What follows belongs to an exercise in optimizing a design on an open flow for small area; a production flow would make more cautious choices.
In this exercise RTL edits were held to simulation tests only and were not proved equivalent to the original.
The clock port is modelled as an ideal driver; clocking choices that lean on that would not hold on a real chip.
Power figures rest on the tool's default switching activity, not on a simulated workload.

==> module irtx, before the edit <==
module irtx (
    input  wire        clk,
    input  wire        rst,         
    input  wire        cmd_valid,
    input  wire [39:0] cmd_word,
    input  wire [3:0]  trig,
    output wire        ir_out,
    output wire        busy,
    output wire        cmd_ready
);
    reg        bsy;
    reg        s;        
    reg [5:0]  p;        
    reg [31:0] c;
    wire       fr = ~(p[5] & p[4] & ~p[3]);    
    wire [4:0] lt = c[31:27];
    wire       g1 = c[26];   
    wire       tab = c[25];  
    wire lt0 = (lt == 5'd0);
    wire lt1 = (lt == 5'd1);
    assign ir_out    = bsy & ~s & (lt0 | lt[4] | (lt[3] & lt[2] & lt[1]));
    assign busy      = bsy;
    assign cmd_ready = ~bsy;
    wire [7:0]  op = cmd_word[39:32];
    wire        az = (cmd_word[31:16] == 16'd0);
    wire        bz = (cmd_word[15:0] == 16'd0);
    wire        bk = (cmd_word[15:2] == 14'd0);
    wire d_carr  = (op[7:1] == 7'b0001000) & az & ~bz;
    wire d_space = (op == 8'h20) & ~(az & bz);
    wire d_tx    = (op[7:1] == 7'b0011000);
    wire d_sendk = (op == 8'h40) & az & bk;
    wire t_any   = |trig;
    wire [1:0] t_k = trig[0] ? 2'd0 : trig[1] ? 2'd1 : trig[2] ? 2'd2 : 2'd3;
    wire sp    = cmd_valid & d_space;
    wire go    = cmd_valid ? (d_carr | d_space | d_tx | d_sendk) : t_any;
    wire acc   = ~bsy & ~rst & go;
    wire sendk = cmd_valid ? d_sendk : 1'b1;
    wire [1:0] k = cmd_valid ? cmd_word[1:0] : t_k;
    wire frn   = sendk | d_tx;
    wire g1n   = sendk ? (k == 2'd2) : op[0];
    wire [31:0] ld;
    assign ld[1:0]   = k;
    assign ld[6:2]   = cmd_word[6:2];
    assign ld[15:7]  = frn ? (g1n ? 9'd96 : 9'd346) : cmd_word[15:7];
    assign ld[23:16] = cmd_word[23:16];
    assign ld[24]    = d_tx ? cmd_word[7] : cmd_word[24];
    assign ld[25]    = sp ? cmd_word[25] : sendk;
    assign ld[26]    = sp ? cmd_word[26] : g1n;
    assign ld[31:27] = frn ? 5'd0 : cmd_word[31:27];
    wire plain = ~fr & s;
    wire pls   = ~plain;
    wire       b0 = ~fr & (plain | lt1);
    wire [7:0] lo = {1'b0, c[6:0]} - {7'd0, b0};
    wire       b7 = fr ? lt1 : lo[7];
    wire [9:0] hn = {1'b0, c[15:7]} - {9'd0, b7};
    wire       b16 = plain & hn[9];
    wire [11:0] mn = {1'b0, c[26:16]} - {11'd0, b16};
    wire       b27 = pls | mn[11];
    wire [4:0] ln0 = lt - {4'd0, b27};
    wire [4:0] ln  = (pls & lt0) ? (g1 ? 5'd24 : 5'd25) : ln0;
    wire [31:0] dec = {ln, mn[10:0], hn[8:0], lo[6:0]};
    wire zl  = (c[6:1] == 6'd0);
    wire zh  = (c[15:8] == 8'd0);
    wire zm  = (c[26:16] == 11'd0);
    wire fin = fr ? (c[7] & zh & lt1)
                  : (c[0] & zl & ~c[7] & zh & (s ? (zm & lt0) : lt1));
    wire last = g1 ? (s & p[2] & p[0] & ~p[4])
                   : (~s & p[5] & ~p[0]);
    wire nxc = fin & fr & ~last;
    wire [5:0] pn = s ? p : ((g1 & p[4] & p[2] & p[1]) ? 6'd0 : p + 6'd1);
    wire k0 = c[0], k1 = c[1];
    wire [7:0] ta = {k1, 1'b0, k1, 2'b00, ~(k1 & ~k0), 1'b0, k1};
    wire [7:0] tc = {2'b00, k1 & k0, k1, k1 & k0, k1, ~k1, k0 ^ k1};
    wire [7:0] fv = tab ? (p[4] ? tc : ta) : (p[4] ? {c[24], c[6:0]} : c[23:16]);
    wire bit_ = fv[p[2:0]] ^ p[3];
    wire st_ms = p[5] & p[0];
    reg [8:0] hk;
    reg [4:0] lk;
    always @(*) begin
        lk = 5'd0;
        if (s) begin
            hk = g1 ? (bit_ ? 9'd48 : 9'd24) : 9'd22;
        end else if (g1) begin
            hk = 9'd24;                   
        end else if (st_ms) begin
            hk = 9'd174; lk = 5'd2;       
        end else if (bit_) begin
            hk = 9'd65;  lk = 5'd22;      
        end else begin
            hk = 9'd22;  lk = 5'd16;      
        end
    end
    always @(posedge clk) begin
        if (rst)
            bsy <= 1'b0;
        else if (acc)
            bsy <= 1'b1;
        else if (fin & ~nxc)
            bsy <= 1'b0;
        if (~bsy) begin
            s  <= sp;
            p  <= {~(g1n & frn), ~(g1n & frn), {4{frn}}};
            c  <= ld;
        end else begin
            c <= dec;
            if (nxc) begin
                s <= ~s;
                p <= pn;
                c[15:7]  <= hk;
                c[31:27] <= lk;
            end
        end
    end
endmodule
export LEC_CHECK = 0
export CAP_MARGIN = 0
export CORE_MARGIN = 2
export CORE_UTILIZATION = 65
export SLEW_MARGIN = 0
create_clock -name core_clock -period 10.0 [get_ports {clk}]
standard.sh (not shown) runs the stock make flow with config.mk's settings and CLKGATE_MAP_FILE= SYNTH_SCRIPT=/design/flow/synth_recipe.tcl, a recipe that flattens the netlist after the stock synthesis.
==> flow/flow/run.sh <==
#!/bin/bash
# Layout flow: the standard synthesis, then its combinational logic
# re-mapped by ABC with area-oriented scripts, some of them with ABC's deep
# synthesis (the smallest of their results is kept; every register of the standard synthesis is kept as it is: same
# instance, name and cell type), then the standard floorplan-to-finish
# steps, with the port buffers made of the smallest buffer cell and the clock
# tree made by flow/clkbuf.tcl. Each tool writes its full output to a log here.
set -euo pipefail
R=orfs/results/$FLOW_PLATFORM/irtx/base
LIB=$FLOW_HOME/platforms/$FLOW_PLATFORM/lib/sky130_fd_sc_hd__tt_025C_1v80.lib
YOSYS=$(command -v yosys || echo "$FLOW_HOME/../tools/install/yosys/bin/yosys")

# 1. standard synthesis
bash standard.sh synth > synth.log 2>&1
cp $R/1_2_yosys.v std_1_2_yosys.v

# 2. re-map the combinational logic; registers are black boxes
python3 flow/mkmodels.py "$LIB" models.v > mkmodels.log 2>&1
DU=$(sed 's/^/-dont_use /' flow/dont_use.txt | tr '\n' ' ')
resyn() {
  local s=$1 n
  n=$(basename $s .abc)
  "$YOSYS" -l resyn_$n.log -p "read_verilog models.v; read_verilog std_1_2_yosys.v; \
      hierarchy -top $FLOW_TOP; flatten; opt -purge; techmap; opt -purge; \
      abc -script $PWD/$s -liberty $LIB $DU; \
      splitnets; opt_clean -purge; \
      hilomap -singleton -hicell sky130_fd_sc_hd__conb_1 HI -locell sky130_fd_sc_hd__conb_1 LO; \
      insbuf -buf sky130_fd_sc_hd__buf_1 A X; opt_clean -purge; \
      select -module $FLOW_TOP; write_verilog -noattr -nohex -nodec -selected resyn_$n.v; \
      tee -o resyn_$n.stat stat -liberty $LIB" > resyn_$n.out 2>&1 || true
}
# ABC's deep synthesis, with a range of random seeds
mkdir -p abc
cp flow/area*.abc abc/
for seed in $(seq 1 16); do
  printf "strash\n&get -n\n&deepsyn -T 20 -S $seed\n&dch -f\n&nf -a -R 1000\n&put\n" > abc/deep$seed.abc
done
# the scripts run side by side
jobs_max=${NUM_CORES:-4}
for s in abc/*.abc; do
  while (( $(jobs -rp | wc -l) >= jobs_max )); do sleep 1; done
  resyn $s &
done
wait
best=""; best_area=""
for s in abc/*.abc; do
  n=$(basename $s .abc)
  a=$(awk '/Chip area/ {print $NF}' resyn_$n.stat 2>/dev/null || true)
  echo "$n $a" >> resyn_areas.txt
  if [[ -n "$a" ]] && { [[ -z "$best_area" ]] || awk -v x="$a" -v y="$best_area" 'BEGIN{exit !(x < y)}'; }; then
    best=$n; best_area=$a
  fi
done
echo "kept $best $best_area" >> resyn_areas.txt
if [[ -n "$best" ]]; then
  cp resyn_$best.v $R/1_2_yosys.v
  rm -f $R/1_synth.odb $R/1_synth.sdc
fi

# 3. the rest of the standard flow
bash standard.sh "BUFFER_PORTS_ARGS=-buffer_cell sky130_fd_sc_hd__buf_1" \
  "PRE_CTS_TCL=$PWD/flow/clkbuf.tcl" finish > make.log 2>&1
Other scripts of this flow, unchanged in this note and not shown: flow/flow/area1.abc, flow/flow/area2.abc, flow/flow/area3.abc, flow/flow/area4.abc, flow/flow/clkbuf.tcl, flow/flow/dont_use.txt, flow/flow/mkmodels.py
Then changed:
--- a/flow/design.v
+++ b/flow/design.v
@@ -12,7 +12,7 @@
     reg        s;        
     reg [5:0]  p;        
     reg [31:0] c;
-    wire       fr = ~(p[5] & p[4] & ~p[3]);    
+    wire       fr = ~(p[5] & p[4] & ~p[0]);    
     wire [4:0] lt = c[31:27];
     wire       g1 = c[26];   
     wire       tab = c[25];  
@@ -73,7 +73,7 @@
     wire [7:0] tc = {2'b00, k1 & k0, k1, k1 & k0, k1, ~k1, k0 ^ k1};
     wire [7:0] fv = tab ? (p[4] ? tc : ta) : (p[4] ? {c[24], c[6:0]} : c[23:16]);
     wire bit_ = fv[p[2:0]] ^ p[3];
-    wire st_ms = p[5] & p[0];
+    wire st_ms = p[5];    
     reg [8:0] hk;
     reg [4:0] lk;
     always @(*) begin
@@ -99,7 +99,7 @@
             bsy <= 1'b0;
         if (~bsy) begin
             s  <= sp;
-            p  <= {~(g1n & frn), ~(g1n & frn), {4{frn}}};
+            p  <= {~(g1n & frn), ~(g1n & frn), 3'b111, frn};
             c  <= ld;
         end else begin
             c <= dec;
Result: Global-route usage increases by 0.66 points; area after synthesis goes down by 0.68%; combinational power goes down by 9.8%; die area shrinks by 0.63%; synthesized cell count rises by 2.2%; worst setup slack is better by 1100 ps; sequential share of layout area came out lower by 0.90 points; hold slack stays flat; power fell by 4.8%; fmax rose by 21%; via count rises by 2.8%.

[re-timing with driven ports]
Ports are ideal in the flow. The routed layouts listed here were re-timed in OpenROAD.
Step 1 (the two cells are an assumption about what drives the block):
set clk [get_ports {clk}]
set_driving_cell -lib_cell sky130_fd_sc_hd__clkbuf_16 $clk
set_driving_cell -lib_cell sky130_fd_sc_hd__buf_2 [delete_from_list [all_inputs] $clk]
Step 2 times the ports against the registers' clock, not the clock port: input delays grow and output delays shrink by t, the midpoint of the rising clock arrivals with the driver on.
Slacks: ideal / step 1 / step 2; pairs: ideal / step 1.
run | t, ns | slack for setup (ns) | worst hold slack (ns) | clock arrival spread, ns | worst slew at a driven data input, ns
the first run | 0.197 | 3.854 / 3.854 / 3.854 | 0.524 / 0.524 / 0.524 | 0.008 / 0.008 | 0.04
the second run | 0.196 | 4.939 / 4.939 / 4.939 | 0.526 / 0.526 / 0.526 | 0.008 / 0.007 | 0.03
After both steps setup and hold are still met in every run listed.
